Source: an optimization exercise on an open RTL-to-GDS flow (aim: small area, a short achievable clock period and few clock cycles). Production flows keep margins and buffers that such runs may drop.
Power is estimated from default activity; no workload was simulated.

// jbd_bms_parser
module jbd_bms_parser (
    input  wire        clk,
    input  wire        rst,         
    input  wire        cmd_valid,
    input  wire [15:0] cmd_word,
    output wire        cmd_ready,
    input  wire [11:0] rd_addr,
    output wire [31:0] rd_data
);
    localparam [7:0] OP_NOP      = 8'h00,
                     OP_CLEAR    = 8'h01,
                     OP_PUSH     = 8'h02,
                     OP_VALIDATE = 8'h03,
                     OP_DECODE   = 8'h04,
                     OP_PARSE    = 8'h05;
    localparam [3:0] R_OK           = 4'h0,
                     R_INCOMPLETE   = 4'h1,
                     R_BAD_START    = 4'h2,
                     R_BAD_END      = 4'h3,
                     R_LEN_MISMATCH = 4'h4,
                     R_DEV_STATUS   = 4'h5,
                     R_UNKNOWN_TYPE = 4'h6,
                     R_CSUM         = 4'h7,
                     R_UNSUPPORTED  = 4'h8,
                     R_REC_SIZE     = 4'h9,
                     R_NOT_VALID    = 4'hA,
                     R_ILLEGAL      = 4'hB;
    localparam [1:0] ST_NONE = 2'd0, ST_VALIDATE = 2'd1, ST_DECODE = 2'd2, ST_COMMAND = 2'd3;
    localparam [1:0] T_NONE  = 2'd0, T_BASIC     = 2'd1, T_CELLS   = 2'd2, T_UNKNOWN  = 2'd3;
    localparam NSTAT = 64;         
    localparam NRING = 12;         
    localparam CAP_SIZE = 262;
    reg [7:0]  sbuf [0:NSTAT-1];         
    reg [7:0]  hbuf [0:5];               
    reg [7:0]  ring [0:NRING*16-1];      
    reg [3:0]  phase;
  ...
For scale: ~7700 cells after synthesis, about 2200 flip-flops, roughly 64 I/O pins, ~77000 sq um of cells after synthesis.
export LEC_CHECK = 0
export ABC_AREA = 1
export CAP_MARGIN = 20
export CORE_MARGIN = 2
export CORE_UTILIZATION = 55
export CTS_CLUSTER_DIAMETER = 80
export CTS_CLUSTER_SIZE = 20
export PLACE_DENSITY = 0.7
export SETUP_SLACK_MARGIN = 4.0
export SLEW_MARGIN = 20
create_clock -name core_clock -period 10.0 [get_ports {clk}]
run.sh (not shown) runs the stock make flow with config.mk's settings and CLKGATE_MAP_FILE= SYNTH_SCRIPT=/design/flow/synth_recipe.tcl, a recipe that flattens the netlist after the stock synthesis.
==> next run, changes <==
--- a/flow/design.v
+++ b/flow/design.v
@@ -234,36 +234,24 @@
                 diag_obs  <= d_cmd[29:14];
                 exp_basic <= (arg[1:0] == T_BASIC);
             end
         end
     end
     wire bi = (rec_kind == T_BASIC);
     wire cv = (rec_kind == T_CELLS);
     function [15:0] be16;
         input integer k;
         be16 = {sbuf[k], sbuf[k + 1]};
     endfunction
     wire [2:0] cv_count   = sbuf[3][3:1];    
-    reg [15:0] cells_csum;
-    always @(*) begin
-        case (cv_count)
-            3'd0:    cells_csum = be16(4);
-            3'd1:    cells_csum = be16(6);
-            3'd2:    cells_csum = be16(8);
-            3'd3:    cells_csum = be16(10);
-            3'd4:    cells_csum = be16(12);
-            3'd5:    cells_csum = be16(14);
-            default: cells_csum = be16(16);
-        endcase
-    end
     reg [15:0] diag_exp;
     always @(*) begin
         case (result)
             R_INCOMPLETE:   diag_exp = 16'd7;
             R_BAD_START:    diag_exp = 16'h00DD;
             R_BAD_END:      diag_exp = 16'h0077;
             R_LEN_MISMATCH: diag_exp = frame_len;
             R_CSUM:         diag_exp = csum_calc;
             R_REC_SIZE:     diag_exp = exp_basic ? 16'd38
                                      : {8'h00, ((hdr_len > 8'd12) ? 8'd12 : hdr_len) & 8'hFE};
             default:        diag_exp = 16'h0000;
         endcase
@@ -310,37 +298,33 @@
         regv[6'h20] = {16'h0, (bi_tc == 2'd3) ? be16(31) : {sbuf[32], sbuf[31]}};
         for (a = 0; a < 9; a = a + 1)
             regv[6'h21 + a] = {24'h0, sbuf[33 + a]};
         regv[6'h2A] = {16'h0, be16(42)};
         for (a = 6'h10; a <= 6'h2A; a = a + 1)
             rcond[a] = bi;
         regv[6'h30] = {29'h0, cv_count};
         rcond[6'h30] = cv;
         for (a = 0; a < 6; a = a + 1) begin
             regv[6'h31 + a]  = {16'h0, be16(4 + 2*a)};
             rcond[6'h31 + a] = cv && (cv_count > a);
         end
-        regv[6'h37] = {16'h0, cells_csum};
+        regv[6'h37] = {16'h0, csum_rx};
         rcond[6'h37] = cv;
     end
     wire        c_win, c_hi, c_reg;
     wire [15:0] dlo, dhi;
     rd_addr_dec u_dec (.rd_addr(rd_addr), .c_win(c_win), .c_hi(c_hi), .c_reg(c_reg),
                        .dlo(dlo), .dhi(dhi));
-    reg  [63:0] slot_off;
-    always @(*)
-        for (s = 0; s < 16; s = s + 1)
-            slot_off[4*s +: 4] = s[3:0] + phase;
-    wire [15:0] dsl;
-    rd_slot_dec u_sdec (.a(rd_addr[3:0]), .off(slot_off), .sel(dsl));
+    wire [3:0]  rslot = rd_addr[3:0] - phase;
+    wire [15:0] dsl   = 16'h0001 << rslot;
     wire [7:0] sg [0:15];      
     wire [7:0] rg [0:15];      
     genvar gs, gj;
     generate
         for (gs = 0; gs < 16; gs = gs + 1) begin : g_slot
             wire [31:0] sd;
             wire [95:0] rdd;
             for (gj = 0; gj < 4; gj = gj + 1) begin : g_sd
                 assign sd[8*gj +: 8] = sbuf[16*gj + gs];
             end
             for (gj = 0; gj < NRING; gj = gj + 1) begin : g_rd
                 assign rdd[8*gj +: 8] = ring[16*gj + gs];
@@ -381,34 +365,24 @@
     output wire        c_hi,
     output wire        c_reg,
     output wire [15:0] dlo,
     output wire [15:0] dhi
 );
     wire top0 = (rd_addr[11:10] == 2'b00);
     assign c_reg = top0 && (rd_addr[9:6] == 4'b0000);
     assign c_win = top0 && (rd_addr[9:8] == 2'b01);
     assign c_hi  = top0 && (rd_addr[9:8] == 2'b10) && (rd_addr[7:3] == 5'd0);
     assign dlo   = 16'h0001 << rd_addr[3:0];
     assign dhi   = 16'h0001 << rd_addr[7:4];
 endmodule
-module rd_slot_dec (
-    input  wire [3:0]  a,
-    input  wire [63:0] off,
-    output reg  [15:0] sel
-);
-    integer s;
-    always @(*)
-        for (s = 0; s < 16; s = s + 1)
-            sel[s] = (a == off[4*s +: 4]);
-endmodule
 module aor4x8 (
     input  wire [31:0] d,
     input  wire [3:0]  sel,
     output wire [7:0]  y
 );
     assign y = ({8{sel[0]}} & d[7:0])   | ({8{sel[1]}} & d[15:8]) |
                ({8{sel[2]}} & d[23:16]) | ({8{sel[3]}} & d[31:24]);
 endmodule
 module aor6x8 (
     input  wire [47:0] d,
     input  wire [5:0]  sel,
     output wire [7:0]  y
Effect: Power rises by 0.55%; combinational power rises by about 1%; routed wire length falls by 7.3%; clock-buffer cell count falls by 3; utilization falls by 0.26 points; sequential share of layout area rises by 0.44 points; worst setup slack improves by 12 ps; clock skew falls by 20 ps; critical path depth falls by 2; area after synthesis falls by 0.87%; maximum frequency stays flat.
No run of this note included a check of the RTL's function; only the layout flow was run.

[what the ideal ports hide]
How much do the figures lean on ideal ports? The routed layouts below were timed once more, with nothing changed but the port constraints.
Step 1: set_driving_cell puts a clkbuf_16 on clk and a buf_2 on each other input, an assumption about the parent block.
Step 2 times the ports against the registers' clock, not the clock port: input delays grow and output delays shrink by t, the midpoint of the rising clock arrivals with the driver on.
Three values: no drivers, after step 1, after step 2; two values: the first two.
run | shift t [ns] | setup slack, ns | clock arrival spread, ns | slew at the worst register clock pin (ns) | cell pins on the clock port's net
the first run | 0.899 | 2.834 / 2.679 / 2.679 | 0.073 / 0.074 | 0.10 / 0.10 | 1
the second run | 0.905 | 2.846 / 2.773 / 2.773 | 0.067 / 0.067 | 0.10 / 0.10 | 1
After both steps setup and hold are still met in every run listed. The setup slack of the first run, which loses most, moves by -0.155 ns with the drivers and by -0.155 ns with both steps.
